This design comes from an exercise in tuning for small area, a short achievable clock period and few clock cycles per item on the open sky130 flow, not from production work.
In this exercise RTL edits were held to simulation tests only and were not proved equivalent to the original.
Power is estimated from default activity; no workload was simulated.

File: flow/config.mk
export PLATFORM = sky130hd
export DESIGN_NAME = hp82240_rx
export DESIGN_NICKNAME = hp82240_rx
export VERILOG_FILES = /design/flow/design.v
export SDC_FILE = /design/flow/constraint.sdc
export NUM_CORES = 4
export LEC_CHECK = 0
export CAP_MARGIN = 20
export CORE_MARGIN = 2
export CORE_UTILIZATION = 25
export PLACE_DENSITY = 0.5
export SLEW_MARGIN = 20
export SYNTH_MEMORY_MAX_BITS = 65536
File: flow/constraint.sdc
create_clock -name core_clock -period 10.0 [get_ports {clk}]
set_input_delay 2.0000 -clock core_clock [delete_from_list [all_inputs] [get_ports {clk}]]
set_output_delay 2.0000 -clock core_clock [all_outputs]
set_load 0.01 [all_outputs]
File: flow/design.v
module hp82240_rx (
    input  wire        clk,
    input  wire        rst,         
    input  wire        in_valid,
    input  wire [7:0]  in_byte,
    output wire        in_ready,
    output wire        out_valid,
    output wire [1:0]  out_kind,    
    output wire [15:0] out_data,
    output wire        out_last
);
    localparam PAGE_W = 166;
    localparam [1:0] M_TEXT = 2'd0, M_ESC = 2'd1, M_GFX = 2'd2;
    localparam [1:0] K_COL = 2'd0, K_CHAR = 2'd1, K_WARN = 2'd2;
    localparam [3:0] S_IDLE   = 4'd0,
                     S_CHK    = 4'd1,    
                     S_PLACE  = 4'd2,    
                     S_FTXT   = 4'd3,    
                     S_FCOL   = 4'd4,    
                     S_WARN   = 4'd5,    
                     S_GCHK   = 4'd6,    
                     S_GFX    = 4'd7,    
                     S_ST     = 4'd8;    
    reg [39:0] font_rom [0:511];    
    reg [15:0] cp_rom   [0:511];    
    initial begin
        $readmemh("font.hex", font_rom);
        $readmemh("cpmap.hex", cp_rom);
    end
    reg [1:0]  mode;
    reg [7:0]  rem;
    reg        dw, ul, alt;
    reg [7:0]  col;
    reg [8*PAGE_W-1:0] page;       
    reg [8:0]  tbuf [0:23];         
    reg [4:0]  tlen;
    reg [3:0]  state;
    reg [3:0]  ret;                 
    reg [7:0]  idx;                 
    reg [7:0]  cur_b;               
    reg [2:0]  ph;                  
    reg        dup;                 
    reg [7:0]  warn_code, warn_info;
    reg        st_chars;            
    reg [7:0]  st_i;                
    reg [4:0]  st_row;              
    reg        st_active;           
    reg        st_after;            
    function [9:0] st_op(input [7:0] n);
        case (n)
            8'd0:  st_op = {2'd0, 8'h48};   
            8'd1:  st_op = {2'd0, 8'h50};   
            8'd2:  st_op = {2'd0, 8'h38};   
            8'd3:  st_op = {2'd0, 8'h32};   
            8'd4:  st_op = {2'd0, 8'h32};   
            8'd5:  st_op = {2'd0, 8'h34};   
            8'd6:  st_op = {2'd0, 8'h30};   
            8'd7:  st_op = {2'd0, 8'h42};   
            8'd8:  st_op = {2'd2, 8'h00};
            8'd9:  st_op = {2'd2, 8'h00};
            8'd10: st_op = {2'd0, 8'h42};   
            8'd11: st_op = {2'd0, 8'h41};   
            8'd12: st_op = {2'd0, 8'h54};   
            8'd13: st_op = {2'd0, 8'h3A};   
            8'd14: st_op = {2'd1, 8'h7F};   
            8'd15: st_op = {2'd1, 8'h41};
            8'd16: st_op = {2'd1, 8'h5D};
            8'd17: st_op = {2'd1, 8'h5D};
            8'd18: st_op = {2'd1, 8'h5D};
            8'd19: st_op = {2'd1, 8'h41};
            8'd20: st_op = {2'd1, 8'h41};
            8'd21: st_op = {2'd1, 8'h41};
            8'd22: st_op = {2'd1, 8'h7F};
            8'd23: st_op = {2'd1, 8'h1C};
            8'd24: st_op = {2'd2, 8'h00};
            8'd25: st_op = {2'd2, 8'h00};
            default: st_op = {2'd3, 8'h00};
        endcase
    endfunction
    wire        take     = in_valid && (state == S_IDLE);
    wire [39:0] glyph    = font_rom[{alt, cur_b}];
    wire [7:0]  pad_v    = ul ? 8'h80 : 8'h00;
    wire [7:0]  glyph_c  = (ph == 3'd1) ? glyph[7:0]   :
                           (ph == 3'd2) ? glyph[15:8]  :
                           (ph == 3'd3) ? glyph[23:16] :
                           (ph == 3'd4) ? glyph[31:24] : glyph[39:32];
    wire [7:0]  place_v  = (ph == 3'd0 || ph == 3'd6) ? pad_v : (glyph_c | pad_v);
    wire [8:0]  need     = (col == 8'd0 ? 9'd0 : (dw ? 9'd2 : 9'd1)) + (dw ? 9'd10 : 9'd5);
    wire        fits     = ({1'b0, col} + need) <= PAGE_W;
    wire [9:0]  op       = st_op(st_i);
    assign in_ready  = (state == S_IDLE);
    assign out_valid = (state == S_FTXT) || (state == S_FCOL) || (state == S_WARN);
    assign out_kind  = (state == S_FTXT) ? K_CHAR : (state == S_WARN) ? K_WARN : K_COL;
    assign out_data  = (state == S_FTXT) ? cp_rom[tbuf[idx[4:0]]] :
                       (state == S_WARN) ? {warn_code, warn_info} :
                       {8'h00, page[8*idx +: 8]};
    assign out_last  = (state == S_FCOL) && (idx == PAGE_W - 1);
    wire       pg_we = (state == S_PLACE) || (state == S_GFX) ||
                       (state == S_ST && !st_chars && op[9:8] == 2'd1);
    wire [7:0] pg_wd = (state == S_PLACE) ? place_v :
                       (state == S_GFX)   ? (cur_b | pad_v) : op[7:0];
    genvar c;
    generate
        for (c = 0; c < PAGE_W; c = c + 1) begin : g_page
            always @(posedge clk) begin
                if (rst)
                    page[8*c +: 8] <= 8'h00;
                else if (state == S_FCOL && idx == c)
                    page[8*c +: 8] <= 8'h00;
                else if (pg_we && col == c)
                    page[8*c +: 8] <= pg_wd;
            end
        end
    endgenerate
    always @(posedge clk) begin
        if (rst) begin
            mode      <= M_TEXT;
            rem       <= 8'd0;
            dw        <= 1'b0;
            ul        <= 1'b0;
            alt       <= 1'b0;
            col       <= 8'd0;
            tlen      <= 5'd0;
            state     <= S_IDLE;
            ret       <= S_IDLE;
            idx       <= 8'd0;
            cur_b     <= 8'd0;
            ph        <= 3'd0;
            dup       <= 1'b0;
            warn_code <= 8'd0;
            warn_info <= 8'd0;
            st_chars  <= 1'b0;
            st_i      <= 8'd0;
            st_row    <= 5'd0;
            st_active <= 1'b0;
            st_after  <= 1'b0;
        end else begin
            case (state)
            S_IDLE: if (take) begin
                cur_b <= in_byte;
                case (mode)
                M_TEXT: begin
                    if (in_byte == 8'h1B) begin
                        mode <= M_ESC;
                    end else if (in_byte == 8'h0A || in_byte == 8'h04) begin
                        ret   <= S_IDLE;
                        idx   <= 8'd0;
                        state <= (tlen != 5'd0) ? S_FTXT : S_FCOL;
                    end else begin
                        state <= S_CHK;
                    end
                end
                M_ESC: begin
                    mode <= M_TEXT;
                    case (in_byte)
                    8'hFF, 8'hFE: begin             
                        dw   <= 1'b0;
                        ul   <= 1'b0;
                        alt  <= 1'b0;
                        rem  <= 8'd0;
                        tlen <= 5'd0;
                        col  <= 8'd0;
                        if (in_byte == 8'hFE) begin
                            st_active <= 1'b1;
                            st_chars <= 1'b1;
                            st_i     <= 8'd0;
                            st_row   <= 5'd0;
                            st_after <= 1'b0;
                            ret      <= S_ST;       
                            idx      <= 8'd0;
                            state    <= S_FCOL;
                        end
                    end
                    8'hFD: dw  <= 1'b1;
                    8'hFC: dw  <= 1'b0;
                    8'hFB: ul  <= 1'b1;
                    8'hFA: ul  <= 1'b0;
                    8'hF9: alt <= 1'b1;
                    8'hF8: alt <= 1'b0;
                    default: begin                  
                        rem <= in_byte;
                        if (in_byte != 8'd0) mode <= M_GFX;
                        if (in_byte == 8'd0 || in_byte > PAGE_W) begin
                            warn_code <= 8'd1;
                            warn_info <= in_byte;
                            ret       <= S_IDLE;
                            state     <= S_WARN;
                        end
                    end
                    endcase
                end
                default: begin                      
                    state <= S_GCHK;
                end
                endcase
            end
            S_CHK: begin
                dup <= 1'b0;
                if (fits) begin
                    ph    <= (col == 8'd0) ? 3'd1 : 3'd0;
                    state <= S_PLACE;
                end else begin
                    ph    <= 3'd1;                   
                    ret   <= S_PLACE;
                    idx   <= 8'd0;
                    state <= (tlen != 5'd0) ? S_FTXT : S_FCOL;
                end
            end
            S_PLACE: begin
                if (col < PAGE_W) col <= col + 8'd1;
                if (dw && !dup) begin
                    dup <= 1'b1;
                end else begin
                    dup <= 1'b0;
                    if (ph == 3'd6) begin
                        tbuf[tlen] <= {alt, cur_b};
                        tlen       <= tlen + 5'd1;
                        state      <= st_active ? S_ST : S_IDLE;
                        st_after   <= st_active;
                    end else begin
                        ph <= ph + 3'd1;
                    end
                end
            end
            S_FTXT: begin
                if (idx[4:0] == tlen - 5'd1) begin
                    idx   <= 8'd0;
                    state <= S_FCOL;
                end else begin
                    idx <= idx + 8'd1;
                end
            end
            S_FCOL: begin
                if (idx == PAGE_W - 1) begin
                    idx   <= 8'd0;
                    col   <= 8'd0;
                    tlen  <= 5'd0;
                    state <= ret;
                end else begin
                    idx <= idx + 8'd1;
                end
            end
            S_WARN: begin
                if (ret == S_IDLE) begin
                    state <= S_IDLE;
                end else begin                       
                    idx   <= 8'd0;
                    state <= (tlen != 5'd0) ? S_FTXT : S_FCOL;
                end
            end
            S_GCHK: begin
                dup <= 1'b0;
                if (col >= PAGE_W) begin
                    warn_code <= 8'd2;
                    warn_info <= rem;
                    ret       <= S_GFX;
                    state     <= S_WARN;
                end else begin
                    state <= S_GFX;
                end
            end
            S_GFX: begin
                if (col < PAGE_W) col <= col + 8'd1;
                if (dw && !dup) begin
                    dup <= 1'b1;
                end else begin
                    dup <= 1'b0;
                    rem <= rem - 8'd1;
                    if (rem == 8'd1) mode <= M_TEXT;
                    state <= S_IDLE;
                end
            end
            S_ST: begin
                if (st_chars) begin
                    if (st_after) begin
                        st_after <= 1'b0;
                        if (st_i == 8'd222) begin
                            st_chars <= 1'b0;
                            st_i     <= 8'd0;
                        end else begin
                            st_i <= st_i + 8'd1;
                        end
                        if (st_row == 5'd23) begin
                            st_row <= 5'd0;
                            ret    <= S_ST;
                            idx    <= 8'd0;
                            state  <= (tlen != 5'd0) ? S_FTXT : S_FCOL;
                        end else begin
                            st_row <= st_row + 5'd1;
                        end
                    end else begin
                        cur_b    <= (st_i == 8'd0) ? 8'h5F : st_i + 8'd32;
                        state    <= S_CHK;
                    end
                end else begin
                    st_after <= 1'b0;
                    case (op[9:8])
                    2'd0: begin
                        cur_b    <= op[7:0];
                        st_i     <= st_i + 8'd1;
                        state    <= S_CHK;
                    end
                    2'd1: begin
                        if (col < PAGE_W) col <= col + 8'd1;
                        st_i <= st_i + 8'd1;
                    end
                    2'd2: begin
                        st_i  <= st_i + 8'd1;
                        ret   <= S_ST;
                        idx   <= 8'd0;
                        state <= (tlen != 5'd0) ? S_FTXT : S_FCOL;
                    end
                    default: begin
                        st_i      <= 8'd0;
                        st_active <= 1'b0;
                        state     <= S_IDLE;
                    end
                    endcase
                end
            end
            default: state <= S_IDLE;
            endcase
        end
    end
endmodule
File: flow/cpmap.hex
0000
0001
0002
0003
0004
0005
0006
0007
0008
0009
000a
000b
000c
000d
000e
000f
0010
0011
0012
0013
0014
0015
0016
0017
0018
0019
001a
001b
001c
001d
001e
001f
0020
0021
0022
0023
0024
0025
0026
0027
0028
0029
002a
002b
002c
002d
002e
002f
0030
0031
0032
0033
0034
0035
0036
0037
0038
0039
003a
003b
003c
003d
003e
003f
0040
0041
0042
0043
0044
0045
0046
0047
0048
0049
004a
004b
004c
004d
004e
004f
0050
0051
0052
0053
0054
0055
0056
0057
0058
0059
005a
005b
005c
005d
005e
005f
0060
0061
0062
0063
0064
0065
0066
0067
0068
0069
006a
006b
006c
006d
006e
006f
0070
0071
0072
0073
0074
0075
0076
0077
0078
0079
007a
007b
007c
007d
007e
2592
0391
0392
0393
0394
0395
0396
0397
0398
0399
039a
039b
039c
039d
039e
039f
03a0
03a1
03a3
03a4
03a5
03a6
03a7
03a8
03a9
03b1
03b2
03b3
03b4
03b5
03b6
03b7
03b8
00a0
00a1
00a2
00a3
20ac
00a5
00a6
00a7
00a8
00a9
00aa
00ab
00ac
00ad
00ae
00af
00b0
00b1
00b2
00b3
00b4
00b5
00b6
00b7
00b8
00b9
00ba
00bb
00bc
00bd
00be
00bf
00c0
00c1
00c2
00c3
00c4
00c5
00c6
00c7
00c8
00c9
00ca
00cb
00cc
00cd
00ce
00cf
00d0
00d1
00d2
00d3
00d4
00d5
00d6
00d7
00d8
00d9
00da
00db
00dc
00dd
00de
00df
00e0
00e1
00e2
00e3
00e4
00e5
00e6
00e7
00e8
00e9
00ea
00eb
00ec
00ed
00ee
00ef
00f0
00f1
00f2
00f3
00f4
00f5
00f6
00f7
00f8
00f9
00fa
00fb
00fc
00fd
00fe
25a0
0000
0001
0002
0003
0004
0005
0006
0007
0008
0009
000a
000b
000c
000d
000e
000f
0010
0011
0012
0013
0014
0015
0016
0017
0018
0019
001a
001b
001c
001d
001e
001f
0020
0021
0022
0023
0024
0025
0026
0027
0028
0029
002a
002b
002c
002d
002e
002f
0030
0031
0032
0033
0034
0035
0036
0037
0038
0039
003a
003b
003c
003d
003e
003f
0040
0041
0042
0043
0044
0045
0046
0047
0048
0049
004a
004b
004c
004d
004e
004f
0050
0051
0052
0053
0054
0055
0056
0057
0058
0059
005a
005b
005c
005d
005e
005f
0060
0061
0062
0063
0064
0065
0066
0067
0068
0069
006a
006b
006c
006d
006e
006f
0070
0071
0072
0073
0074
0075
0076
0077
0078
0079
007a
007b
007c
007d
007e
25b6
2200
2202
2203
2205
2207
2208
2209
220f
2211
2212
221a
221e
2227
2228
2229
222a
222b
2234
2248
2260
2261
2264
2265
2282
2283
2286
2287
22a5
2190
2191
2192
2193
2500
2502
250c
2510
2514
2518
251c
2524
252c
2534
253c
2550
2551
2554
2557
255a
255d
2580
2584
2588
258c
2590
2591
2592
2593
25a0
25b2
25bc
25c6
25cb
25cf
2665
00c0
01c1
00c4
01c3
00c4
01c5
00c6
01c7
00c8
01c9
00ca
01cb
00cc
01cd
00ce
01cf
00d0
01d1
00d2
01d3
00d4
01d5
00d6
01d7
00d8
01d9
00da
01db
00dc
01dd
00de
01df
00e0
01e1
00e2
01e3
00e4
01e5
00e6
01e7
00e8
01e9
00ea
01eb
00ec
01ed
00ee
01ef
00f0
01f1
00f2
01f3
00f4
01f5
00f6
01f7
00f8
01f9
00fa
01fb
00fc
01fd
00fe
24a0
File: flow/font.hex
147b4b5e0c
144c4e3658
336d01191f
465e004018
46614c2952
6c66636803
1d7e3f085f
6f4e161d4e
57685d4f0c
580b757807
3c1f741108
2a7f771d7a
235d7c3e54
445611200e
4c7b7b0016
426c115c27
454c632006
5b25025d05
4800716045
44520e3622
1a010f6240
0a12566a17
6d58327f10
7b2d5a4677
3e073b2f5c
7e79574431
376f596734
7539236a72
0d2b657477
207812287f
627343642d
7c71533c1e
0000000000
2379475d6d
1f69530f6d
694e0c0437
1d12171848
5b3d5e5659
6569253827
092d10114d
23185b1c7c
5202650b18
1f54551d18
3e7c6b182c
1c3e4b2206
63165a6746
39456f7c6d
4467786450
5202524771
2c0377173f
5f1a3f4e12
1659540375
521e1d670b
071539071f
7c6c505233
717f5b3f16
680f181d5d
115a5b6241
3d1a6f023b
5145282570
1f106e4736
261c5b1642
0e3f281b57
725618017f
441f0d7f21
6168734d7e
1a36471973
4f20475e7f
63761f2169
2009207410
4f1c57383a
254d11096b
4812114b1b
7d0d1d3655
574d267319
7049110e00
7e2e0e5702
543e670069
1e643e073d
6c4225393a
524803622c
43293b7e28
523e6b700f
1422671555
501a1c4863
241a121c2e
5d773b6a3e
2516336f4c
4421452434
141c2b0656
6c6b787034
1b0a27535c
39182a536a
6f7c00273d
6b362f3f1e
312a1d0d01
7d7d367113
50464f2c3e
06332b5368
6561322877
1a0a165a79
1546110177
287f7a683e
715c427239
5c3c362a29
5707055242
7e7666790b
5207687404
514e413c6f
7556250a3c
74337c437c
430d027d54
433e252d56
0a3f2e5641
351308427d
425c2a1865
3f460c592b
710e1c226c
2f32153239
091e3c1032
1063635b7a
474e2b191b
0c6c700e1e
1540567278
445055100f
684d562868
385c251356
216d520933
250a4f1475
6f155a7c2f
6160003d4d
2b124d631f
404e7d4379
3972337e0e
71120c4831
6d5b234a37
61154b3927
62721d5d5f
154e162f6c
64346f4b38
131e65514b
465f13033f
39322a2f2b
4b490e311e
2363362870
0146521d0a
091814445a
20051c0a24
1d226b1964
6e7256175b
701d5f2a25
1d15752048
4d54704231
2a715b1d10
1b1d595c77
3f65350044
3e38717d23
110d5c1a42
76330b177d
4120377615
3d48596748
3e53163b50
2c3d445723
2134180d76
5641555c6a
0e0f056c55
2b550f5814
194b341265
551f517716
1d4c65582c
1d5737153e
265226111c
451e781617
4757316d72
6f61494b4b
03744b5618
743937537b
273c265503
4c4d107627
2d1e3f6c14
6c2d3b0a0c
1b47407c7a
21381a5200
617c5e200e
79766d5957
3d033b1034
1a7e315a40
187a447e40
29507c1a28
693d127b4d
233a624b14
11444c5227
4636526a0a
3d01026a21
6849782168
464513277e
5d651c254a
131b07494c
5447011768
752a744b43
3959466674
08165d4429
1410472b7f
175f0d4830
684e7c0b54
78407f4655
144057175a
6b10386a42
343f292d75
7e222a7c2c
7f327d5865
6b28123f34
2a697a2b24
780b5a5249
430344294b
5454771104
16485b206d
00064b7309
0a0f79087a
2200026d6c
031877671c
725e784d08
4171282f1c
1157111e69
3e543c1d3c
6c201e0a22
13061d1b1e
1c463e3236
5339541e1b
4817391672
6d6a63072b
007a657350
0e432b0543
2351051f56
7b79477130
395c246e74
7a2e6f2f00
59187d0f68
294f551359
031b556f1b
64750a3860
05795e1304
2347596a12
5921150104
5855297c2d
043f241748
547e5e3107
781b407129
224a381774
72780a470e
694f326623
5c75714b48
4d10636400
2b6e0e0e73
4e585f4313
415b065b5a
147b4b5e0c
144c4e3658
336d01191f
465e004018
46614c2952
6c66636803
1d7e3f085f
6f4e161d4e
57685d4f0c
580b757807
3c1f741108
2a7f771d7a
235d7c3e54
445611200e
4c7b7b0016
426c115c27
454c632006
5b25025d05
4800716045
44520e3622
1a010f6240
0a12566a17
6d58327f10
7b2d5a4677
3e073b2f5c
7e79574431
376f596734
7539236a72
0d2b657477
207812287f
627343642d
7c71533c1e
0000000000
2379475d6d
1f69530f6d
694e0c0437
1d12171848
5b3d5e5659
6569253827
092d10114d
23185b1c7c
5202650b18
1f54551d18
3e7c6b182c
1c3e4b2206
63165a6746
39456f7c6d
4467786450
5202524771
2c0377173f
5f1a3f4e12
1659540375
521e1d670b
071539071f
7c6c505233
717f5b3f16
680f181d5d
115a5b6241
3d1a6f023b
5145282570
1f106e4736
261c5b1642
0e3f281b57
725618017f
441f0d7f21
6168734d7e
1a36471973
4f20475e7f
63761f2169
2009207410
4f1c57383a
254d11096b
4812114b1b
7d0d1d3655
574d267319
7049110e00
7e2e0e5702
543e670069
1e643e073d
6c4225393a
524803622c
43293b7e28
523e6b700f
1422671555
501a1c4863
241a121c2e
5d773b6a3e
2516336f4c
4421452434
141c2b0656
6c6b787034
1b0a27535c
39182a536a
6f7c00273d
6b362f3f1e
312a1d0d01
7d7d367113
50464f2c3e
06332b5368
6561322877
1a0a165a79
1546110177
287f7a683e
715c427239
5c3c362a29
5707055242
7e7666790b
5207687404
514e413c6f
7556250a3c
74337c437c
430d027d54
433e252d56
0a3f2e5641
351308427d
425c2a1865
3f460c592b
710e1c226c
2f32153239
091e3c1032
1063635b7a
474e2b191b
0c6c700e1e
1540567278
445055100f
684d562868
385c251356
216d520933
272215005f
4b2e6a1953
2f73314543
2238182c1e
393d7b475b
2d041b5449
773d36275e
3c39060b0e
525d015401
6e7b5c6a33
5312386752
0b4a6b0467
7d3e52041d
6a602b492b
2f0d443f49
4b16226325
055b5c733a
3c3f421b0d
360c252c30
770b483304
7771497d25
41641e4d77
5529696932
4c5339427f
1e7c053d6a
155a7a0a43
39405a733c
465a101a53
08383e1155
146e543f0e
4b6f05077a
214e2a077c
7f205e1371
5a2c661834
3a10361e58
5819231736
1071121f0b
42602d0150
7040787702
286857147c
062746532f
691564263f
1a5b180c63
0d27620b0b
6f7d260929
2a1909721d
247c221b28
43021f475f
15711d5e04
2376561246
3a01621d3d
45642b5634
053d582e0e
2e78487256
470363514e
507a620205
0b5e431450
682d1a3d28
7861723146
60305f580f
320f096e19
2d5f4a6159
39361b7a52
31317f244e
474e185674
181b120845
355d2a285e
3e6b5e717e
56551a282c
072c6f1f07
5a732a7715
4408580c1a
2b217c024e
14201c517c
5254696264
3f7408015f
516d693e25
1b41160b40
091b712678
6b5d4c1c49
15374e793f
3a1c1a792f
2d250e3f3a
432d3e6814
0339570f66
4b7d210765
280e4e6959
04113a323b
6770701b27
6b6f6a613d
27327b1f3f
2a755e067b
4c17457a4d
763f6f7254
162d221e19
7005043050
002c414866
07796e6705
215a0e6253
542c493b76
0d6911613c
7c69602c6e
33564d2719
1017097568
3f4b21615c
6e1a046d69
797d296856
21325f6763
240d1c2312
3c59541513
5f6a2f6237
4228296063
062d704469
01320d5148
107a2b1128
7167016b24
726547202e
18712b0d23
7a49283154
6819435321
33320e526d
1e216a7402
4733733d29
242b0d2517
574f703772
6f1045737f
6353187251
6048392c02
File: flow/run.sh
#!/bin/bash
# synth_recipe.tcl (not shown) runs the flow's synth.tcl, then flattens the netlist and writes it again
# the make line also repeats each setting of config.mk as NAME=value (left out here)
make -C /OpenROAD-flow-scripts/flow DESIGN_CONFIG=/design/flow/config.mk WORK_HOME=/design/flow/orfs CLKGATE_MAP_FILE= SYNTH_SCRIPT=/design/flow/synth_recipe.tcl finish
==> results.txt, run 1 <==
# Max-Cap Violations 0; Final Wtd Congestion 1.11; Worst Hold Class register to register; top cells by count, synth 1421 x dfxtp_1, 1232 x a21oi_1, 1139 x nand2_1, 1085 x o21ai_0, 638 x clkbuf_1; met2 wire len roughly 220000 um; met3 routed WL 73100 um; crit path launch type register; total gr overflow 0; die area around 380000 um2; register area 35000 um2; most frequent cell after synthesis dfxtp_1; crit path DAT 5970 ps; number of global-route vias before repair 87400; CTS Buf Count between 150 and 200; Final Setup Violations 0; final net count 10300; worst slew pin tran 1400 ps; initial antenna violation count between 90 and 100; DRT Pass-1 Iters 8; unique cell type count in the Yosys netlist 106; final period utilization about four fifths; DIE WIDTH 613 um; Synth area leaders dfxtp_1 31%, mux4_2 11%, edfxtp_1 7.0%, a21oi_1 6.7%, o21ai_0 5.9%; Synth-to-Final Area Change 13.2%; drt drc 0; Req. time, crit path 8000 ps; Multi-input gate area approximately 53000 um2; H-tree depth 4; Via Count ~96000; leakage power figure 33.8 nW; uppermost layer routed met5; CP endpoint kind output port; # hold bufs at CTS 0; sequential area share after synthesis around 38%; drt wl/cell 36.7 um; Yosys top cell area share 30.7%; Setup Fix Bufs, Post-CTS 0; CTS tree done; largest area contributor in the netlist dfxtp_1; Max clock buf depth 3; Synth async-reset ratio 0%; clk root buf clkbuf_16; TNS Setup 0 ps; Post-synth EDFFs 216; PwrDens 246 nW/um2; Site Rows 223; CTS resizes 0; Fin. Hold Viols 0; insertion delay to the later sink of the worst-skew pair 880 ps; syn_area_per_cell approximately 8.7 um2; largest net degree at the start of global routing 154; Clock Sinks 1637; Max Fclk 0.125 GHz; RSZ-0062 raised after global routing false; worst-case headroom to the max-slew limit under 10%; clock-pin slew on the worst setup and hold paths 60 ps; Yosys reg bits 1637; final max-slew violation count 0; Via-to-Cell Ratio around 6.3; Max VDD drop 0.298 mV; Routed Antenna Nets 0; Filler cells slightly below 40000; Initial DRC Count 15600; share of cells above drive strength 1 15.3%; final wirelength 563000 um; fin util 28.4%; CP Class register to output port; Core ar. 369000 um2; number of placed I/O pins 32; met1 wire length about 230000 um; Syn. warnings 1; total track usage 28.9%; CP max FO 29; Post-Syn Instances 10700; Final HPWL DP between 300000 and 400000 um; Die Y approximately 600 um; Setup Skew 61.6 ps; Final Critical Period approximately 8000 ps; Mapped Area 92700 um2; run status timing/DRC/antenna clean; Initial Util 25.1%; first-pass GRT wire length between 700000 and 800000 um; Most used DFF post-synth dfxtp_1; Port Buf Inserts 27
[area by class of cell]
type	count	share of cell area, %
inverters	68	0.253
clock inverters	67	0.808
multi-input cells	7836	50.5
repair buffers	466	3.96
clock buffers	268	5.12
flip-flops and latches	1637	33.3
diodes	61	0.145
well taps	4950	5.90
[flip-flops by register name, summed over array words and instances, names as in the netlist, named ones only]
signal and flops:
ul 1, tlen 5, idx 8, ph 3
warn_info 8, page 1328, rem 8, st_i 8
warn_code 2, dup 1, col 8, cur_b 8
state 4, mode 2, st_active 1, tbuf 216
st_after 1, dw 1, ret 3, st_row 5
alt 1, st_chars 1
[final timing paths]
| path | from | to | slack (ps) | depth (start not counted) |
|---|---|---|---|---|
| setup / recovery | register | out_data[0] | 2030 | 14 |
| hold / removal | page[917] | page[917] | 440 | 2 |
| hold reg to reg | page[917] | page[917] | 440 | 2 |
| setup reg to reg | cur_b[0] | page[358] | 2400 | 16 |
[power by group]
group / internal (W) / total, W / switching [W]
combinational: 0.00278 / 0.0118 / 0.00898
sequential: 0.00677 / 0.00699 / 0.000221
clock: 0.00410 / 0.00707 / 0.00298
total: 0.0136 / 0.0258 / 0.0122
[kinds of logic (layout without fill, tap and decap cells)]
family                     Yosys count  count (layout)  synth area share, %
AOI/OAI and AO/OA                 3916            3916                 26.4
xor gates and xnor gates            35              35                0.339
adders and majority gates           68              68                0.926
buffers and inverters             1185             869                 5.88
DFF                               1637            1637                 37.7
muxes                              591             591                 12.7
other                                1              65              0.00405
and+or+nand+nor                   3222            3222                 16.0
[placed cells by master (no fill, tap or decap), types with 33 or more instances in the layout]
cell type | netlist | routed
dfxtp_1 | 1421 | 1404
a21oi_1 | 1232 | 1226
nand2_1 | 1139 | 1139
o21ai_0 | 1085 | 1084
nor2_1 | 627 | 592
nand3_1 | 507 | 507
mux4_2 | 464 | 464
buf_4 | 56 | 391
nor3_1 | 360 | 336
edfxtp_1 | 216 | 216
clkbuf_16 | 0 | 187
o31ai_1 | 169 | 165
a211oi_1 | 166 | 165
nand4_1 | 140 | 140
a21oi_2 | 134 | 135
a21boi_0 | 118 | 118
a31oi_1 | 117 | 117
mux2i_1 | 96 | 96
nand2b_1 | 94 | 88
o211ai_1 | 80 | 80
o311ai_0 | 80 | 73
a311oi_1 | 75 | 73
a21o_1 | 68 | 68
ha_1 | 67 | 65
nor2b_1 | 88 | 64
diode_2 | 0 | 61
o41ai_1 | 59 | 59
a22oi_1 | 57 | 57
inv_1 | 59 | 55
a221oi_1 | 44 | 44
o221ai_1 | 43 | 43
buf_12 | 0 | 43
o22ai_1 | 42 | 42
clkbuf_1 | 638 | 42
clkbuf_8 | 0 | 40
nor3b_1 | 40 | 39
nor4_1 | 41 | 37
and3_1 | 34 | 34
clkinv_2 | 0 | 34
and2_1 | 33 | 33
[metrics by stage]
| stage | instances | total power, W | worst slack, ps | instance area [um2] | hold WS (ps) |
|---|---|---|---|---|---|
| after global placement | 14900 | 0.0180 | 2820 | 98300 | 437 |
| after global routing | 15300 | 0.0258 | 1730 | 105000 | 460 |
| after CTS | 15300 | 0.0248 | 1960 | 105000 | 447 |
| after detailed placement | 15000 | 0.0178 | 2900 | 98400 | 439 |
| final | 15400 | 0.0258 | 2030 | 105000 | 445 |
| after floorplan | 10700 | 0.0124 | 4200 | 92700 | 426 |
[layer usage]
| layer | up-vias | global-route usage (%) |
|---|---|---|
| li1 | 39300 | - |
| met1 | 48100 | 37.8 |
| met2 | 6962 | 40.0 |
| met3 | 1713 | 11.7 |
| met4 | 42 | 15.7 |
| met5 | - | 0.762 |
[critical path, stage by stage, from the launching register on]
cell and delay [ps]:
dfxtp_2 790, buf_4 460, mux2i_1 240, mux4_2 250, nand3b_1 90, nand3_1 210
buf_4 350, clkinv_1 420, buf_4 340, nor3_1 440, a22oi_1 190, and3_1 170
o311a_1 280, o21ai_1 260, clkdlybuf4s50_1 590
Testbench counts, summed over its fixed seeds: cycles 118,828, bytes 6,856.
==> run 2: changes to the inputs <==
==> flow/design.v (replaced) <==
module hp82240_rx (
    input  wire        clk,
    input  wire        rst,         
    input  wire        in_valid,
    input  wire [7:0]  in_byte,
    output wire        in_ready,
    output wire        out_valid,
    output wire [1:0]  out_kind,    
    output wire [15:0] out_data,
    output wire        out_last
);
    localparam PAGE_W = 166;
    localparam [1:0] M_TEXT = 2'd0, M_ESC = 2'd1, M_GFX = 2'd2;
    localparam [1:0] K_COL = 2'd0, K_CHAR = 2'd1, K_WARN = 2'd2;
    localparam [2:0] E_IDLE = 3'd0,    
                     E_CHAR = 3'd1,    
                     E_GFX  = 3'd2,    
                     E_GFX2 = 3'd3,    
                     E_WAIT = 3'd4;    
    localparam [1:0] C_IDLE = 2'd0, C_CHAR = 2'd1, C_GFX = 2'd2;
    localparam [1:0] O_IDLE = 2'd0, O_TXT = 2'd1, O_COL = 2'd2, O_WARN = 2'd3;
    reg [39:0] font_rom [0:511];    
    reg [15:0] cp_rom   [0:511];    
    initial begin
        $readmemh("font.hex", font_rom);
        $readmemh("cpmap.hex", cp_rom);
    end
    reg        ib_full;
    reg [7:0]  ib_b;
    wire       consume;
    assign in_ready = ~ib_full;
    wire       take = in_valid & ~ib_full;
    always @(posedge clk) begin
        if (rst)          ib_full <= 1'b0;
        else if (take)    ib_full <= 1'b1;
        else if (consume) ib_full <= 1'b0;
        if (take) ib_b <= in_byte;
    end
    reg [1:0]  mode;
    reg [7:0]  rem;
    reg        dw, ul, alt;
    reg [7:0]  col;
    reg [7:0]  ext;                 
    reg [8:0]  tbuf [0:23];         
    reg [4:0]  tlen;
    reg [2:0]  es;
    reg [7:0]  cb;                  
    reg [2:0]  ph;                  
    reg        dup;                 
    reg        j_warn, j_flush;     
    reg [1:0]  cont;                
    reg        w_code2;             
    reg [7:0]  w_info;
    reg        st_active, st_init, st_chars, st_after;
    reg [7:0]  st_i;
    reg [4:0]  st_row;
    reg        we_r;
    reg [7:0]  wcol_r;
    reg [7:0]  wd_r;
    reg [1:0]  os;
    reg [7:0]  idx;
    reg [4:0]  tlen_o;
    reg [7:0]  ext_o;
    reg        ow2;
    reg [7:0]  owinfo;
    function [9:0] st_op(input [7:0] n);
        case (n)
            8'd0:  st_op = {2'd0, 8'h48};   
            8'd1:  st_op = {2'd0, 8'h50};   
            8'd2:  st_op = {2'd0, 8'h38};   
            8'd3:  st_op = {2'd0, 8'h32};   
            8'd4:  st_op = {2'd0, 8'h32};   
            8'd5:  st_op = {2'd0, 8'h34};   
            8'd6:  st_op = {2'd0, 8'h30};   
            8'd7:  st_op = {2'd0, 8'h42};   
            8'd8:  st_op = {2'd2, 8'h00};
            8'd9:  st_op = {2'd2, 8'h00};
            8'd10: st_op = {2'd0, 8'h42};   
            8'd11: st_op = {2'd0, 8'h41};   
            8'd12: st_op = {2'd0, 8'h54};   
            8'd13: st_op = {2'd0, 8'h3A};   
            8'd14: st_op = {2'd1, 8'h7F};   
            8'd15: st_op = {2'd1, 8'h41};
            8'd16: st_op = {2'd1, 8'h5D};
            8'd17: st_op = {2'd1, 8'h5D};
            8'd18: st_op = {2'd1, 8'h5D};
            8'd19: st_op = {2'd1, 8'h41};
            8'd20: st_op = {2'd1, 8'h41};
            8'd21: st_op = {2'd1, 8'h41};
            8'd22: st_op = {2'd1, 8'h7F};
            8'd23: st_op = {2'd1, 8'h1C};
            8'd24: st_op = {2'd2, 8'h00};
            8'd25: st_op = {2'd2, 8'h00};
            default: st_op = {2'd3, 8'h00};
        endcase
    endfunction
    wire [39:0] glyph    = font_rom[{alt, cb}];
    wire [7:0]  pad_v    = ul ? 8'h80 : 8'h00;
    wire [7:0]  glyph_c  = (ph == 3'd1) ? glyph[7:0]   :
                           (ph == 3'd2) ? glyph[15:8]  :
                           (ph == 3'd3) ? glyph[23:16] :
                           (ph == 3'd4) ? glyph[31:24] :
                           (ph == 3'd5) ? glyph[39:32] : 8'h00;
    wire [9:0]  op       = st_op(st_i);
    wire        col_full = (col == PAGE_W);
    wire        o_free   = (os == O_IDLE) || (os == O_WARN) ||
                           (os == O_COL && idx == PAGE_W - 1);
    wire        blk      = (os == O_TXT);
    wire        hand_warn  = (es == E_WAIT) && j_warn && o_free;
    wire        hand_flush = (es == E_WAIT) && !j_warn && j_flush && o_free;
    assign consume = (es == E_IDLE) && !st_active && ib_full;
    wire        fits = (col == 8'd0) || (dw ? (col <= PAGE_W - 12) : (col <= PAGE_W - 6));
    reg [7:0] page [0:PAGE_W-1];
    always @(posedge clk)
        if (we_r) page[wcol_r] <= wd_r;
    always @(posedge clk) begin
        if (rst) begin
            mode      <= M_TEXT;
            rem       <= 8'd0;
            dw        <= 1'b0;
            ul        <= 1'b0;
            alt       <= 1'b0;
            col       <= 8'd0;
            ext       <= 8'd0;
            tlen      <= 5'd0;
            es        <= E_IDLE;
            j_warn    <= 1'b0;
            j_flush   <= 1'b0;
            cont      <= C_IDLE;
            st_active <= 1'b0;
            st_init   <= 1'b0;
            st_chars  <= 1'b0;
            st_after  <= 1'b0;
            st_i      <= 8'd0;
            st_row    <= 5'd0;
            we_r      <= 1'b0;
        end else begin
            we_r <= 1'b0;
            case (es)
            E_IDLE: begin
                if (st_active) begin
                    if (st_init) begin
                        st_init <= 1'b0;
                        j_flush <= 1'b1;
                        cont    <= C_IDLE;
                        es      <= E_WAIT;
                    end else if (st_chars) begin
                        if (st_after) begin
                            st_after <= 1'b0;
                            if (st_i == 8'd222) begin
                                st_chars <= 1'b0;
                                st_i     <= 8'd0;
                            end else begin
                                st_i <= st_i + 8'd1;
                            end
                            if (st_row == 5'd23) begin
                                st_row  <= 5'd0;
                                j_flush <= 1'b1;
                                cont    <= C_IDLE;
                                es      <= E_WAIT;
                            end else begin
                                st_row <= st_row + 5'd1;
                            end
                        end else begin
                            st_after <= 1'b1;
                            cb       <= (st_i == 8'd0) ? 8'h5F : st_i + 8'd32;
                            dup      <= 1'b0;
                            if (fits) begin
                                ph <= (col == 8'd0) ? 3'd1 : 3'd0;
                                es <= E_CHAR;
                            end else begin
                                ph      <= 3'd1;
                                j_flush <= 1'b1;
                                cont    <= C_CHAR;
                                es      <= E_WAIT;
                            end
                        end
                    end else begin
                        case (op[9:8])
                        2'd0: begin
                            st_i <= st_i + 8'd1;
                            cb   <= op[7:0];
                            dup  <= 1'b0;
                            if (fits) begin
                                ph <= (col == 8'd0) ? 3'd1 : 3'd0;
                                es <= E_CHAR;
                            end else begin
                                ph      <= 3'd1;
                                j_flush <= 1'b1;
                                cont    <= C_CHAR;
                                es      <= E_WAIT;
                            end
                        end
                        2'd1: if (!blk) begin
                            st_i <= st_i + 8'd1;
                            if (!col_full) begin
                                we_r   <= 1'b1;
                                wcol_r <= col;
                                wd_r   <= op[7:0];
                                col    <= col + 8'd1;
                                if (col == ext) ext <= ext + 8'd1;
                            end
                        end
                        2'd2: begin
                            st_i    <= st_i + 8'd1;
                            j_flush <= 1'b1;
                            cont    <= C_IDLE;
                            es      <= E_WAIT;
                        end
                        default: begin
                            st_i      <= 8'd0;
                            st_active <= 1'b0;
                        end
                        endcase
                    end
                end else if (ib_full) begin
                    cb <= ib_b;
                    case (mode)
                    M_TEXT: begin
                        if (ib_b == 8'h1B) begin
                            mode <= M_ESC;
                        end else if (ib_b == 8'h0A || ib_b == 8'h04) begin
                            j_flush <= 1'b1;
                            cont    <= C_IDLE;
                            es      <= E_WAIT;
                        end else begin
                            dup <= 1'b0;
                            if (fits) begin
                                ph <= (col == 8'd0) ? 3'd1 : 3'd0;
                                es <= E_CHAR;
                            end else begin
                                ph      <= 3'd1;
                                j_flush <= 1'b1;
                                cont    <= C_CHAR;
                                es      <= E_WAIT;
                            end
                        end
                    end
                    M_ESC: begin
                        mode <= M_TEXT;
                        case (ib_b)
                        8'hFF, 8'hFE: begin             
                            dw   <= 1'b0;
                            ul   <= 1'b0;
                            alt  <= 1'b0;
                            rem  <= 8'd0;
                            tlen <= 5'd0;
                            col  <= 8'd0;
                            if (ib_b == 8'hFE) begin
                                st_active <= 1'b1;
                                st_init   <= 1'b1;
                                st_chars  <= 1'b1;
                                st_i      <= 8'd0;
                                st_row    <= 5'd0;
                                st_after  <= 1'b0;
                            end
                        end
                        8'hFD: dw  <= 1'b1;
                        8'hFC: dw  <= 1'b0;
                        8'hFB: ul  <= 1'b1;
                        8'hFA: ul  <= 1'b0;
                        8'hF9: alt <= 1'b1;
                        8'hF8: alt <= 1'b0;
                        default: begin                  
                            rem <= ib_b;
                            if (ib_b != 8'd0) mode <= M_GFX;
                            if (ib_b == 8'd0 || ib_b > PAGE_W) begin
                                j_warn  <= 1'b1;
                                w_code2 <= 1'b0;
                                w_info  <= ib_b;
                                cont    <= C_IDLE;
                                es      <= E_WAIT;
                            end
                        end
                        endcase
                    end
                    default: begin                      
                        dup <= 1'b0;
                        if (col_full) begin
                            j_warn  <= 1'b1;
                            w_code2 <= 1'b1;
                            w_info  <= rem;
                            j_flush <= 1'b1;
                            cont    <= C_GFX;
                            es      <= E_WAIT;
                        end else begin
                            es <= E_GFX;
                        end
                    end
                    endcase
                end
            end
            E_CHAR: if (!blk) begin
                we_r   <= 1'b1;
                wcol_r <= col;
                wd_r   <= ((ph == 3'd0 || ph == 3'd6) ? 8'h00 : glyph_c) | pad_v;
                col    <= col + 8'd1;
                if (col == ext) ext <= ext + 8'd1;
                if ((ph == 3'd6 && (!dw || dup)) || col == PAGE_W - 1) begin
                    tbuf[tlen] <= {alt, cb};
                    tlen       <= tlen + 5'd1;
                    es         <= E_IDLE;
                end else if (dw && !dup) begin
                    dup <= 1'b1;
                end else begin
                    dup <= 1'b0;
                    ph  <= ph + 3'd1;
                end
            end
            E_GFX, E_GFX2: if (!blk) begin
                if (!col_full) begin
                    we_r   <= 1'b1;
                    wcol_r <= col;
                    wd_r   <= cb | pad_v;
                    col    <= col + 8'd1;
                    if (col == ext) ext <= ext + 8'd1;
                end
                if (es == E_GFX && dw) begin
                    es <= E_GFX2;
                end else begin
                    rem <= rem - 8'd1;
                    if (rem == 8'd1) mode <= M_TEXT;
                    es <= E_IDLE;
                end
            end
            E_WAIT: begin
                if (hand_warn) begin
                    j_warn <= 1'b0;
                end
                if (hand_flush) begin
                    j_flush <= 1'b0;
                    col     <= 8'd0;
                    ext     <= 8'd0;
                    tlen    <= 5'd0;
                end
                if ((hand_warn && !j_flush) || hand_flush) begin
                    case (cont)
                    C_CHAR:  es <= E_CHAR;
                    C_GFX:   es <= E_GFX;
                    default: es <= E_IDLE;
                    endcase
                end
            end
            default: es <= E_IDLE;
            endcase
        end
    end
    always @(posedge clk) begin
        if (rst) begin
            os <= O_IDLE;
        end else if (hand_flush) begin
            os     <= (tlen != 5'd0) ? O_TXT : O_COL;
            idx    <= 8'd0;
            tlen_o <= tlen;
            ext_o  <= ext;
        end else if (hand_warn) begin
            os     <= O_WARN;
            ow2    <= w_code2;
            owinfo <= w_info;
        end else begin
            case (os)
            O_TXT: begin
                if (idx[4:0] == tlen_o - 5'd1) begin
                    idx <= 8'd0;
                    os  <= O_COL;
                end else begin
                    idx <= idx + 8'd1;
                end
            end
            O_COL: begin
                if (idx == PAGE_W - 1) os <= O_IDLE;
                else                   idx <= idx + 8'd1;
            end
            O_WARN: os <= O_IDLE;
            default: ;
            endcase
        end
    end
    reg        v1, l1;
    reg [1:0]  k1;
    reg [8:0]  d1;
    always @(posedge clk) begin
        if (rst) v1 <= 1'b0;
        else     v1 <= (os != O_IDLE);
        k1 <= (os == O_TXT) ? K_CHAR : (os == O_WARN) ? K_WARN : K_COL;
        l1 <= (os == O_COL) && (idx == PAGE_W - 1);
        d1 <= (os == O_TXT)  ? tbuf[idx[4:0]] :
              (os == O_WARN) ? {ow2, owinfo} :
              {1'b0, (idx < ext_o) ? page[idx] : 8'h00};
    end
    reg        ov, ol;
    reg [1:0]  okd;
    reg [15:0] od;
    always @(posedge clk) begin
        if (rst) ov <= 1'b0;
        else     ov <= v1;
        okd <= k1;
        ol  <= l1;
        od  <= (k1 == K_CHAR) ? cp_rom[d1] :
               (k1 == K_WARN) ? {6'd0, d1[8], ~d1[8], d1[7:0]} :
               {8'h00, d1[7:0]};
    end
    assign out_valid = ov;
    assign out_kind  = okd;
    assign out_data  = od;
    assign out_last  = ol;
endmodule
==> results.txt, run 2 <==
Post-Layout Cell Count 11200 (-27%); crit path cell chain buf_12 > nand2b_1 > o211ai_1 > a211oi_1 > a2111oi_1 > and4_1 > o211a_2 > buf_4 > inv_2 > nand2_1 > a21boi_0 > a311oi_1 > a22oi_1 > a21boi_1; final net count 6603 (-36%); worst-case headroom to the max-slew limit 11.8% (+5.1 points); critical path's largest stage delay 940 ps (+150 ps); Site Rows 213 (-4.5%); number of placed I/O pins 32 (unchanged); Final Critical Period 6500 ps (-1470 ps); die area 344000 um2 (-8.4%); Die Y 587 um (-4.3%); Via Count 66500 (-31%); CP endpoint kind register; Worst Hold End okd[0]; DRT Pass-1 Iters 9 (+1); drt wl/cell 41.2 um (+12%); Setup Fix Bufs, Post-CTS 0 (unchanged); R2R depth 14 (-2); CP max FO 82 (+180%); crit path DAT 7270 ps (+1300 ps); post-placement cell count 10800 (-27%); top cells by count, synth 1619 x edfxtp_1, 621 x nor2_1, 509 x nand2_1, 361 x o21ai_0; Via-to-Cell Ratio 5.93 (-5.3%); largest net degree at the start of global routing 147 (-4.5%); insertion delay to the later sink of the worst-skew pair 880 ps (about the same); Post-synth EDFFs 1619 (+650%); Yosys top cell area share 57.3% (+27 points); Setup Skew 99.6 ps (+38.0 ps); grt met2 use 38.4% (-1.6 points); number of global-route vias before repair 62900 (-28%); CP Class register to register; leading cell type in the layout, fill and taps excluded edfxtp_1; total gr overflow 0 (unchanged); share of cells above drive strength 1 17.5% (+2.2 points); global route hottest layer met2; run status timing/DRC/antenna clean; sequential area share after synthesis 60.1% (+22 points); clk root buf clkbuf_16; Max VDD drop 0.139 mV (-53%); PwrDens 217 nW/um2 (-12%); Final Setup Violations 0 (unchanged); Syn. warnings 1 (unchanged); Final HPWL DP 314000 um (-17%); Max clock buf depth 4 (+1); H-tree depth 4 (unchanged); Most used DFF post-synth edfxtp_1; Routed Antenna Nets 0 (unchanged); initial antenna violation count 68 (-27%); met3 Usage GRT 9.02% (-2.7 points); fin util 28.8% (+0.38 points); crit path launch type register; syn_area_per_cell 13.0 um2 (+49%); Filler cells 34500 (-12%); Port Buf Inserts 27 (unchanged); final max-slew violation count 0 (unchanged); Max Fclk 0.154 GHz (+23%); biggest regs page (1328), tbuf (216), od (12); Mapped Area 84900 um2 (-8.4%); CTS resizes 0 (unchanged); max reg flops 1328 (unchanged); clock-pin slew on the worst setup and hold paths 60 ps (about the same); worst slew pin tran 1320 ps (-77.5 ps); Fin. Hold Viols 0 (unchanged); drt drc 0 (unchanged); total track usage 26.0% (-2.9 points); # hold bufs at CTS 0 (unchanged); most frequent cell after synthesis edfxtp_1; CTS Buf Count 184 (+0.55%); min-delay src k1[0]; commonest cells after routing, fill and taps aside 1619 x edfxtp_1, 573 x nor2_1, 505 x nand2_1; RSZ-0062 raised after global routing false; largest area contributor in the netlist edfxtp_1; slowest CP cell dfxtp_4; Initial DRC Count 9825 (-37%); Initial Util 25.2% (+0.049 points); Clock Sinks 1739 (+6.2%); leakage power figure 30.8 nW (-8.9%); DIE WIDTH 587 um (-4.3%); TNS Setup 0 ps (unchanged); unique cell type count in the Yosys netlist 106 (unchanged); final period utilization 65.0% (-15 points); Core ar. 337000 um2 (-8.6%); Final Wtd Congestion 1.10 (-1.3%); Hold Crit Depth 0 (-2); # Max-Cap Violations 0 (unchanged); R2R Setup Slk 3500 ps (+1100 ps); CTS tree done; Synth area leaders edfxtp_1 57%, mux4_2 8.9%, dfxtp_1 2.8%, nor2_1 2.7%, mux2i_1 2.4%; Synth-to-Final Area Change 14.5%; Largest Register page; Synth async-reset ratio 0% (unchanged); final wirelength 463000 um (-18%); first-pass GRT wire length 607000 um (-21%); met1 Use GR 31.9% (-5.9 points); Post-Syn Instances 6530 (-39%); Worst Hold Class register to register; Yosys reg bits 1739 (+6.2%); Req. time, crit path 10770 ps (+2770 ps)
[run 2: cell types whose count changed in the layout (fill, tap and decap cells not counted), sizes merged, moves of 113 or more]
cell / delta
nand3: -377
edfxtp: +1403
o21ai: -723
a21oi: -1029
dfxtp: -1301
o31ai: -136
nor3: -252
nand2: -631
a21boi: -113
mux4: -124
[run 2: routing by layer]
| layer | up-vias | share of wire (%) | wire length (um) |
|---|---|---|---|
| met5 | - | 0.065 | 302 |
| met4 | 44 | 8.2 | 37800 |
| met3 | 1477 | 10 | 48000 |
| met2 | 4695 | 43 | 198000 |
| met1 | 34500 | 39 | 179000 |
| li1 | 25800 | - | - |
[run 2: worst max path at each step]
stage | from | end | slack (ps)
6_report | register | register | 3500
5_1_grt | register | register | 3180
4_1_cts | register | register | 3370
3_5_place_dp | register | register | 3380
3_3_place_gp | register | register | 3130
2_1_floorplan | cb[1] | wd_r[2] | 5570
[run 2: area by class of cell]
cell class                 count  area, um2  area share, %
sequential                  1739      51000           52.5
multi-input combinational   4130      31300           32.2
tap                         4515       5650           5.81
clock buffer                 228       4930           5.07
timing repair buffer         366       3100           3.19
clock inverter                91        691          0.711
inverter                     104        399          0.411
antenna                       42        105          0.108
[run 2: critical path, delay by kind of cell (launching register included)]
kind	cells	cell delay, ps
AO/OA/AOI/OAI	8	2420
AND/OR/NAND/NOR	3	1540
buffers and inverters	3	1310
flip-flops	1	940
[run 2: metrics by stage]
step	hold WS [ps]	worst slack, ps	cell area, um2	total power, W
4_1_cts	368	3370	96900	0.0209
5_1_grt	371	3180	97100	0.0215
6_report	365	3500	97200	0.0210
3_5_place_dp	357	3380	91300	0.0144
2_1_floorplan	310	5570	84900	0.0117
3_3_place_gp	358	3130	91000	0.0145
[run 2: kinds of logic (layout without fill, tap and decap cells)]
kind of cell             Yosys count  in the layout  share of synthesized area (%)
multiplexers                     597            597                           12.2
AO/OA/AOI/OAI                   1719           1719                           13.7
buffers and inverters            664            789                           3.60
other                              1             46                        0.00442
XOR/XNOR                          43             43                          0.444
AND/OR/NAND/NOR                 1700           1700                           8.98
flip-flops                      1739           1739                           60.1
adder cells (fa/ha/maj)           67             67                          0.988
[run 2: power by group]
| group | internal [W] | switching, W |
|---|---|---|
| Combinational | 0.00188 | 0.00438 |
| Sequential | 0.00803 | 0.000175 |
| Clock | 0.00371 | 0.00287 |
| Total | 0.0136 | 0.00743 |
Testbench counts of run 2, summed over its fixed seeds: cycles 72,538, bytes 6,856.

[separate check: timing with driven ports]
No port has a modelled driver above. Below, the same layouts with a new extraction and two added sets of constraints.
Step 1 assumes that a clkbuf_16 drives the clock port and a buf_2 every other input.
Step 2, shift: input delay + t, output delay - t, t = (earliest + latest rising clock arrival at the registers) / 2. This alone moves slack from input paths to output paths.
Slacks: no drivers / after step 1 / after step 2; pairs: no drivers / after step 1.
run	t, ns	setup WS [ns]	clock arrival spread, ns	worst slew at a driven data input, ns	cell pins on the clock port's net
run 1	0.960	2.031 / 1.919 / 2.404	0.062 / 0.062	0.27	1
run 2	0.928	3.497 / 3.497 / 3.497	0.102 / 0.103	0.09	1
After both steps setup and hold are still met in every run listed.
